Context: an optimization exercise on an open-source flow, tuned for small area, a short achievable clock period and few clock cycles. The choices shown serve that exercise and are no tape-out recipe. Where RTL was checked, it was by simulation tests only, not by an equivalence proof against the original. Power and IR drop assume default switching activity.

## spitfp_core
module spitfp_core (
    input  wire       clk,
    input  wire       rst,         
    input  wire       in_valid,
    output wire       in_ready,
    input  wire [7:0] in_data,
    output wire       out_valid,
    input  wire       out_ready,
    output wire [7:0] out_data
);
==> flow/config.mk <==
export PLATFORM = sky130hd
export DESIGN_NAME = spitfp_core
export DESIGN_NICKNAME = spitfp_core
export VERILOG_FILES = /design/flow/design.v
export SDC_FILE = /design/flow/constraint.sdc
export NUM_CORES = 4
export LEC_CHECK = 0
export CAP_MARGIN = 20
export CORE_MARGIN = 2
export CORE_UTILIZATION = 40
export CTS_CLUSTER_DIAMETER = 80
export CTS_CLUSTER_SIZE = 20
export PLACE_DENSITY = 0.6
export SETUP_SLACK_MARGIN = 5.0
export SLEW_MARGIN = 20
==> flow/constraint.sdc <==
create_clock -name core_clock -period 8.0 [get_ports {clk}]
set_input_delay 1.6000 -clock core_clock [delete_from_list [all_inputs] [get_ports {clk}]]
set_output_delay 1.6000 -clock core_clock [all_outputs]
set_load 0.01 [all_outputs]
run.sh (not shown) runs the stock make flow with config.mk's settings and CLKGATE_MAP_FILE= SYNTH_SCRIPT=/design/flow/synth_recipe.tcl, a recipe that flattens the netlist after the stock synthesis.
The starting point passed the timing, design-rule and antenna checks.
Testbench counts at the start, summed over its fixed seeds: cycles 160,687.
Then changed:
--- a/flow/config.mk
+++ b/flow/config.mk
@@ -9,5 +9,5 @@
 export CORE_MARGIN = 2
 export CORE_UTILIZATION = 40
-export CTS_CLUSTER_DIAMETER = 80
+export CTS_CLUSTER_DIAMETER = 60
 export CTS_CLUSTER_SIZE = 20
 export PLACE_DENSITY = 0.6
=> Combinational power is lower slightly. Clock-buffer cell count rises by 14. Hold slack got worse by 0.0043 ns. Register-to-register slack barely changes. Synthesized cell count does not change. Global-route usage came out higher by 0.13 points. Total power came out higher by a few percent. Final area rises slightly.
Then changed:
--- a/flow/config.mk
+++ b/flow/config.mk
@@ -8,8 +8,8 @@
 export CAP_MARGIN = 20
 export CORE_MARGIN = 2
-export CORE_UTILIZATION = 40
+export CORE_UTILIZATION = 42
 export CTS_CLUSTER_DIAMETER = 60
-export CTS_CLUSTER_SIZE = 20
-export PLACE_DENSITY = 0.6
+export CTS_CLUSTER_SIZE = 22
+export PLACE_DENSITY = 0.62
 export SETUP_SLACK_MARGIN = 5.0
 export SLEW_MARGIN = 20
Effect: Global-route usage increases by 0.68 points. Clock power goes down by about 2%. Hold slack is worse by 0.0098 ns.

spitfp_core, a different RTL version from the one above (not shown whole).
Size in the first run: roughly 5,800 cells after synthesis, ~1,600 flip-flops, ~22 I/O pins, roughly 0.069 mm2 of cells after synthesis.
export LEC_CHECK = 0
export CAP_MARGIN = 20
export CORE_MARGIN = 2
export CORE_UTILIZATION = 30
export PLACE_DENSITY = 0.5
export SETUP_SLACK_MARGIN = 5.0
export SLEW_MARGIN = 20
create_clock -name core_clock -period 8.0 [get_ports {clk}]
The baseline passed the timing, design-rule and antenna checks.
==> next run, changes <==
--- a/flow/config.mk
+++ b/flow/config.mk
@@ -10,2 +10,2 @@
-export CORE_UTILIZATION = 30
-export PLACE_DENSITY = 0.5
+export CORE_UTILIZATION = 40
+export PLACE_DENSITY = 0.6
The changed run completed with no timing, DRC or antenna violations.
Setup slack degrades by 89 ps.
Core utilization went up by 11 points.
Via count rose slightly.
Cell count drops by a little under a tenth.
Global-route usage is higher by 5.6 points.
Power barely changes.
Die area falls by a quarter to a third.
Critical path depth climbs by 8.
Routed wire length went down by a few percent.
Cell area goes down by a few percent.
Clock power went down slightly.
No run of this note included a check of the RTL's function; only the layout flow was run.

## run a
spitfp_core, a different RTL version from the one above (not shown whole).
Size in the first run: roughly 5700 cells after synthesis, about 1500 flip-flops, ~69000 µm² of cells after synthesis.
==> flow/config.mk <==
export PLATFORM = sky130hd
export DESIGN_NAME = spitfp_core
export DESIGN_NICKNAME = spitfp_core
export VERILOG_FILES = /design/flow/design.v
export SDC_FILE = /design/flow/constraint.sdc
export NUM_CORES = 4
export LEC_CHECK = 0
export CAP_MARGIN = 20
export CORE_MARGIN = 2
export CORE_UTILIZATION = 40
export CTS_CLUSTER_DIAMETER = 60
export CTS_CLUSTER_SIZE = 20
export GPL_ROUTABILITY_DRIVEN = 0
export PLACE_DENSITY = 0.6
export SETUP_SLACK_MARGIN = 5.0
export SLEW_MARGIN = 20
==> flow/constraint.sdc <==
create_clock -name core_clock -period 8.0 [get_ports {clk}]
set_input_delay 1.6000 -clock core_clock [delete_from_list [all_inputs] [get_ports {clk}]]
set_output_delay 1.6000 -clock core_clock [all_outputs]
set_load 0.01 [all_outputs]
Testbench counts of run a, summed over its fixed seeds: cycles 160,687.
Here is what was changed in the inputs of run b compared with run a.
Settings: a deleted CTS_CLUSTER_SIZE that had been 20; a change of PLACE_DENSITY from 0.6 to 0.5; a deleted CTS_CLUSTER_DIAMETER that had been 60; a deleted GPL_ROUTABILITY_DRIVEN that had been 0; a change of CORE_UTILIZATION from 40 to 30.
[summary]
- Run a went all the way through synthesis, placement and routing and the layout is clean on timing, DRC and antenna.
- Run b finished every stage and its layout cleared the timing, design-rule and antenna checks.
- Routed wire length per instance, run b and run a: smaller value in run b
- The final standard cell utilization of the core in run b was lower than what run a gave.
- Measured against run b, the first-pass GRT wire length of run a comes out at 0.936 times the reference value.

spitfp_core, a different RTL version from the one above (not shown whole).
For scale: roughly 5,600 cells after synthesis, roughly 1,500 flip-flops.
Settings: LEC_CHECK=0, CAP_MARGIN=20, CORE_MARGIN=2, CORE_UTILIZATION=40, PLACE_DENSITY=0.6, SETUP_SLACK_MARGIN=5.0, SLEW_MARGIN=20; clock period 8.0 ns.
The baseline passed the timing, design-rule and antenna checks.
Rerun with:
CORE_UTILIZATION = 60   (was 40)
PLACE_DENSITY = 0.75   (was 0.6)
SETUP_SLACK_MARGIN = 4.5   (was 5.0)
After rerunning:
- maximum frequency fell by 6.6%
- area after synthesis does not change
- routed wire length fell by 6.0%
- clock power fell by about 0.9%
- via count fell by 0.53%
- power fell by 1.5%
- worst setup slack degrades by 0.24 ns
No functional check of the RTL was part of any run of this note.

Another version of the RTL of spitfp_core (not shown whole).
For scale: roughly 5,800 cells after synthesis, about 22 I/O pins, roughly 69,000 sq um of cells after synthesis.
==> flow/design.v (excerpt) <==
module spitfp_core (
    input  wire       clk,
    input  wire       rst,         
    input  wire       in_valid,
    output wire       in_ready,
    input  wire [7:0] in_data,
    output wire       out_valid,
    input  wire       out_ready,
    output wire [7:0] out_data
);
make LEC_CHECK=0 CAP_MARGIN=20 CORE_MARGIN=2 CORE_UTILIZATION=40 CTS_CLUSTER_DIAMETER=80 CTS_CLUSTER_SIZE=22 PLACE_DENSITY=0.6 SETUP_SLACK_MARGIN=5.0 SLEW_MARGIN=20 finish   # period 8.0 ns
The baseline finished with timing, DRC and antenna clean.
Testbench counts at the start, summed over its fixed seeds: cycles 161,280.
Change:
CTS_CLUSTER_SIZE = 20   (was 22)
After rerunning: The new run ran to the end with no violations; critical path depth went up by 5; total power went up by about 0.7%; global-route usage barely changes; setup slack gains 0.11 ns; via count stays flat; first-iteration DRC count went up by about 0.9%; sequential share of layout area stays flat; final cell count is about the same; register-to-register slack gains 0.11 ns.

## lane 1
spitfp_core, a different RTL version from the one above (not shown whole).
Size in the first run: ~0.068 mm² of cells after synthesis.
clock: 8.0 ns
lec_check: 0
cap_margin: 20
core_margin: 2
core_utilization: 20
place_density: 0.4
setup_slack_margin: 5.0
slew_margin: 20
diff inputs: lane 1 => lane 2
- PLACE_DENSITY: 0.4 -> 0.45
- CORE_UTILIZATION: 20 -> 25
## What came out
- On fraction of cell area in non-clock buffers, lane 2 and lane 1 are neck and neck.
- Lane 2 ends up with higher share of the core filled with cells than lane 1 does.
- The final instance area in lane 2 sits 1.7% below the value recorded for lane 1.
- Total negative slack for setup checks: lane 2 vs lane 1 — no meaningful difference
No run of this note included a check of the RTL's function; only the layout flow was run.

Setup of run 1:
RTL: one of the versions met above, not the one the previous note started from.
For scale: roughly 1500 flip-flops, roughly 22 I/O pins, ~0.069 sq mm of cells after synthesis.
Settings: LEC_CHECK=0, CAP_MARGIN=20, CORE_MARGIN=2, CORE_UTILIZATION=40, PLACE_DENSITY=0.6, SETUP_SLACK_MARGIN=5.0, SLEW_MARGIN=20, TNS_END_PERCENT=10; clock period 8.0 ns.
Testbench counts of run 1, summed over its fixed seeds: cycles 160,687.
> inputs changed (run 1 -> run 2)
- TNS_END_PERCENT removed (was 10)
- CTS_BUF_LIST newly set to sky130_fd_sc_hd__clkbuf_8
- CTS_CLUSTER_SIZE newly set to 20
Notes after the runs:
Run 2 reached the final stage; the timing, design-rule and antenna checks on its layout passed. Going from run 1 to run 2, ratio of final minimum period to clock period fell by 1.1 points, core utilization rose 0.47 points, total power decreased 0.43 mW. Post-placement worst setup slack: run 2 vs run 1 up 0.023 ns.
For run 3, these inputs were changed with respect to run 2:
- swapping 0.6 for 0.65 in PLACE_DENSITY
- clearing CTS_BUF_LIST, which used to be sky130_fd_sc_hd__clkbuf_8
- putting CTS_CLUSTER_DIAMETER at 60 where nothing was set
- swapping 40 for 50 in CORE_UTILIZATION
### Flow results
Run 3 went all the way through synthesis, placement and routing and the layout is clean on timing, DRC and antenna. Run 3 vs run 2 on global-route wire length before repair: run 3 is the lower one. Run 3 ended up with a higher setup slack than run 2 did. Final cell area: run 3 below run 2. NOTE: part of the cycle the worst path needs in run 3 falls short of that of run 2. Relative to run 2, the critical path depth of run 3 is higher by 9. Run 3 ends up with a final routed wire length divided by cell count that is about 5.3% higher than in run 2. Delta (run 3 minus run 2): count of vias placed by the detailed router fell by 2.0%; post-route total power fell by 0.77 mW.

Setup of run Z:
Another version of the RTL of spitfp_core (not shown whole).
Size in the first run: roughly 5800 cells after synthesis, about 1600 flip-flops, about 22 I/O pins.
==> flow/config.mk <==
export PLATFORM = sky130hd
export DESIGN_NAME = spitfp_core
export DESIGN_NICKNAME = spitfp_core
export VERILOG_FILES = /design/flow/design.v
export SDC_FILE = /design/flow/constraint.sdc
export NUM_CORES = 4
export LEC_CHECK = 0
export CAP_MARGIN = 20
export CORE_MARGIN = 2
export CORE_UTILIZATION = 40
export CTS_CLUSTER_DIAMETER = 60
export CTS_CLUSTER_SIZE = 20
export PLACE_DENSITY = 0.6
export SETUP_SLACK_MARGIN = 5.0
export SLEW_MARGIN = 20
==> flow/constraint.sdc <==
create_clock -name core_clock -period 8.0 [get_ports {clk}]
set_input_delay 1.6000 -clock core_clock [delete_from_list [all_inputs] [get_ports {clk}]]
set_output_delay 1.6000 -clock core_clock [all_outputs]
set_load 0.01 [all_outputs]
Testbench counts of run Z, summed over its fixed seeds: cycles 161,280.
The following lists how run D was set up differently from run Z:
Settings: a change of CTS_CLUSTER_DIAMETER from 60 to 80.
Findings:
- Detailed route, run D vs run Z: via total lower for run D
- Maximum net fanout on the critical path is lower on run Z
- Between run D and run Z, the difference in count of distinct cell types in the synthesized netlist is negligible.
- Run D vs. run Z: wire length went down by 0.85%.
- Sort run D and run Z by wire length of the first global-routing pass, ascending, and run D comes first.
- Looking at final area across both flows, run D is the stronger of the two, with run Z trailing.
- Cell count: run D lower than run Z
- | area occupied by registers | run D vs run Z | ≈ equal |

spitfp_core with an RTL version that a note above also has.
For scale: about 5700 cells after synthesis, about 1500 flip-flops, ~22 I/O pins.
Settings: LEC_CHECK=0, CAP_MARGIN=20, CORE_MARGIN=2, CORE_UTILIZATION=40, PLACE_DENSITY=0.6, SETUP_SLACK_MARGIN=5.0, SLEW_MARGIN=20; clock period 8.0 ns.
The starting point finished clean.
Testbench counts at the start, summed over its fixed seeds: cycles 160,687.
Edit:
Settings changed: CTS_CLUSTER_DIAMETER set to 60, CTS_CLUSTER_SIZE set to 20.
Result: Non-clock buffer count fell by 5; register-to-register slack hardly moves; setup slack gets better by 14 ps; critical path depth goes down by 1; clock-buffer cell count decreases by 71; core utilization goes down by 0.63 points; die area is unchanged; worst hold slack gets worse by 15 ps; design area fell by 1.4%.

Starting RTL as in the previous note.
clock: 8.0 ns
lec_check: 0
cap_margin: 20
core_margin: 2
core_utilization: 40
cts_cluster_diameter: 60
cts_cluster_size: 20
place_density: 0.7
setup_slack_margin: 5.0
slew_margin: 20
Testbench counts at the start, summed over its fixed seeds: cycles 160,687.
==> next run, changes <==
CORE_UTILIZATION = 45   (was 40)
CTS_CLUSTER_DIAMETER = 50   (was 60)
CTS_CLUSTER_SIZE = 16   (was 20)
PLACE_DENSITY = 0.6   (was 0.7)
What happened:
- The changed run ran to the end with no violations
- die area went down by 11%
- setup slack improved by 110 ps
- clock power went up by 32%
- synthesized cell count does not change
- final area went up by 2.3%
- clock-buffer cell count went up by 58
==> next run, changes <==
CORE_UTILIZATION = 40   (was 45)
CTS_CLUSTER_DIAMETER = 60   (was 50)
CTS_CLUSTER_SIZE = 24   (was 16)
Count of clock-buffer cells in the layout decreases by 56.
Total power decreases by 6.4%.
Design area decreases by 1.2%.
Via count increases by 0.41%.
Fmax decreases by 0.32%.
Critical path depth increases by 1.

spitfp_core, a different RTL version from the one above (not shown whole).
For scale: roughly 5,800 cells after synthesis, roughly 1,600 flip-flops, roughly 22 I/O pins, ~0.069 sq mm of cells after synthesis.
// spitfp_core
module spitfp_core (
    input  wire       clk,
    input  wire       rst,         
    input  wire       in_valid,
    output wire       in_ready,
    input  wire [7:0] in_data,
    output wire       out_valid,
    input  wire       out_ready,
    output wire [7:0] out_data
);
    localparam [20:0] BAUD_MIN      = 21'd400000;
    localparam [20:0] BAUD_MAX      = 21'd2000000;
    localparam [20:0] BAUD_RESET    = 21'd1400000;
    localparam [20:0] DYN_MIN_RESET = 21'd400000;
    localparam [1:0] RX_SEEK = 2'd0;
    localparam [1:0] RX_ACC  = 2'd1;
    localparam [1:0] RX_FC   = 2'd2;
    localparam [1:0] TX_IDLE = 2'd0;
    localparam [1:0] TX_DATA = 2'd1;
    localparam [1:0] TX_ACK  = 2'd2;
    localparam [1:0] SM_SEEK  = 2'd0;
    localparam [1:0] SM_CAND  = 2'd1;
    localparam [1:0] SM_REDIR = 2'd3;
    function [7:0] rotl;
        input [7:0] x;
        rotl = {x[6:0], x[7]};
    endfunction
    function [7:0] rotr;
        input [7:0] x;
        rotr = {x[0], x[7:1]};
    endfunction
    reg [7:0]  rb   [0:63];      
    reg [7:0]  pbuf [0:23];      
    reg [7:0]  srx  [0:23];      
    reg [5:0]  head;
    reg [5:0]  tail;
    reg [6:0]  used;
    reg [1:0]  rx_state;
    reg [4:0]  rx_len;
    reg [4:0]  send_len;
    reg [4:0]  slot_tx_len;
    reg [4:0]  slot_rx_len;
    reg [1:0]  tx_src;
    reg [4:0]  tx_idx;
    reg        tx_sent, tx_due, tx_rel;
    reg [3:0]  tx_sl;           
    reg [7:0]  tx_sum;
    reg [3:0]  seq_cur, sls;
    reg        ack_owed;
    reg [31:0] now_reg, last_send;
    reg [20:0] baud_cfg, baud_cur, baud_new, dyn_min;
    reg        baud_change, dyn_en;
    reg [7:0]  c_eack_lo;
    reg [23:0] c_eack_hi;
    reg        c_eack_pc;
    wire [31:0] c_eack = {c_eack_hi, c_eack_lo};
    reg [7:0]  c_efr_lo;
    reg [23:0] c_efr_hi;
    reg        c_efr_pc;
    wire [31:0] c_efr = {c_efr_hi, c_efr_lo};
    reg [7:0]  c_emsg_lo;
    reg [23:0] c_emsg_hi;
    reg        c_emsg_pc;
    wire [31:0] c_emsg = {c_emsg_hi, c_emsg_lo};
    reg [7:0]  c_eovf_lo;
    reg [23:0] c_eovf_hi;
    reg        c_eovf_pc;
    wire [31:0] c_eovf = {c_eovf_hi, c_eovf_lo};
    reg [7:0]  c_brick_lo;
    reg [23:0] c_brick_hi;
    reg        c_brick_pc;
    wire [31:0] c_brick = {c_brick_hi, c_brick_lo};
    reg [7:0]  c_brlet_lo;
    reg [23:0] c_brlet_hi;
    reg        c_brlet_pc;
  ...
Settings: LEC_CHECK=0, CAP_MARGIN=20, CORE_MARGIN=2, CORE_UTILIZATION=40, CTS_CLUSTER_DIAMETER=60, CTS_CLUSTER_SIZE=20, PLACE_DENSITY=0.6, SETUP_SLACK_MARGIN=5.0, SLEW_MARGIN=20; clock period 8.0 ns.
Edit:
Settings changed: CTS_CLUSTER_DIAMETER 60 to 80.
=> The new run passed the timing, design-rule and antenna checks; die area is unchanged; count of clock-buffer cells in the layout climbs by 6; clock power fell by 19%; cell count went down by 0.60%; first-iteration DRC count rose by 6.0%; clock skew drops by 11 ps; via count barely changes; setup slack got worse by 31 ps; power is lower by 7.0%; non-clock buffer count came out higher by 6.
No run of this note included a check of the RTL's function; only the layout flow was run.

## what the ideal ports hide
Ports are ideal in the flow. The routed layouts listed here were re-timed in OpenROAD. Step 1: set_driving_cell puts a clkbuf_16 on clk and a buf_2 on each other input, an assumption about the parent block. Step 2 moves the port delays by t, midway between the first and last clock arrival at a register: inputs arrive t later, outputs are due t later. That takes back most of the time a late clock gives input paths. Three values: ideal ports, drivers, drivers and shift; two values: the first two.
| run | shift t [ns] | setup WS [ns] | hold WS [ns] | slew at the worst register clock pin (ns) |
|---|---|---|---|---|
| the first run of note 1 | 0.835 | 4.880 / 4.880 / 4.300 | 0.409 / 0.409 / 0.409 | 0.10 / 0.10 |
| the second run of note 1 | 0.861 | 4.879 / 4.879 / 4.291 | 0.404 / 0.404 / 0.404 | 0.09 / 0.09 |
| the third run of note 1 | 0.845 | 4.791 / 4.791 / 4.233 | 0.395 / 0.395 / 0.395 | 0.09 / 0.09 |
| the first run of note 2 | 0.918 | 4.802 / 4.718 / 4.241 | 0.397 / 0.397 / 0.397 | 0.07 / 0.07 |
| the second run of note 2 | 0.893 | 4.713 / 4.713 / 4.239 | 0.405 / 0.405 / 0.405 | 0.07 / 0.07 |
| run a | 0.857 | 4.865 / 4.865 / 4.389 | 0.388 / 0.388 / 0.388 | 0.09 / 0.09 |
| run b | 0.882 | 4.868 / 4.868 / 4.347 | 0.401 / 0.401 / 0.401 | 0.07 / 0.07 |
| the first run of note 4 | 0.885 | 4.623 / 4.623 / 4.237 | 0.393 / 0.393 / 0.393 | 0.07 / 0.07 |
| the second run of note 4 | 0.840 | 4.385 / 4.385 / 3.818 | 0.416 / 0.416 / 0.416 | 0.07 / 0.07 |
| the first run of note 5 | 0.829 | 4.860 / 4.860 / 4.322 | 0.377 / 0.377 / 0.377 | 0.10 / 0.10 |
| the second run of note 5 | 0.820 | 4.968 / 4.968 / 4.284 | 0.368 / 0.368 / 0.368 | 0.09 / 0.09 |
| lane 1 | 0.961 | 4.598 / 4.481 / 4.227 | 0.409 / 0.409 / 0.409 | 0.07 / 0.07 |
| lane 2 | 0.917 | 4.437 / 4.353 / 4.260 | 0.404 / 0.404 / 0.404 | 0.07 / 0.07 |
| run 1 | 0.881 | 4.698 / 4.698 / 4.257 | 0.405 / 0.405 / 0.405 | 0.07 / 0.07 |
| run 2 | 1.073 | 4.786 / 4.706 / 4.010 | 0.383 / 0.383 / 0.383 | 0.07 / 0.07 |
| run 3 | 0.843 | 4.863 / 4.863 / 4.387 | 0.392 / 0.392 / 0.392 | 0.09 / 0.09 |
| run Z | 0.865 | 4.921 / 4.921 / 4.310 | 0.366 / 0.366 / 0.366 | 0.09 / 0.09 |
| run D | 0.852 | 4.949 / 4.949 / 4.338 | 0.392 / 0.392 / 0.392 | 0.09 / 0.09 |
| the first run of note 9 | 0.899 | 4.841 / 4.841 / 4.360 | 0.414 / 0.414 / 0.414 | 0.07 / 0.07 |
| the second run of note 9 | 0.871 | 4.854 / 4.854 / 4.357 | 0.399 / 0.399 / 0.399 | 0.09 / 0.09 |
| the first run of note 10 | 0.845 | 4.762 / 4.750 / 4.204 | 0.403 / 0.403 / 0.403 | 0.09 / 0.09 |
| the second run of note 10 | 0.899 | 4.872 / 4.872 / 4.279 | 0.405 / 0.405 / 0.405 | 0.07 / 0.07 |
| the third run of note 10 | 0.857 | 4.862 / 4.862 / 4.333 | 0.394 / 0.394 / 0.394 | 0.09 / 0.09 |
| the first run of note 11 | 0.854 | 4.820 / 4.820 / 4.328 | 0.417 / 0.417 / 0.417 | 0.09 / 0.09 |
| the second run of note 11 | 0.825 | 4.789 / 4.789 / 4.309 | 0.413 / 0.413 / 0.413 | 0.10 / 0.10 |
After both steps setup and hold are still met in every run listed. For run 2, which loses most, drivers alone change the setup slack by -0.080 ns; drivers and shift together by -0.776 ns.
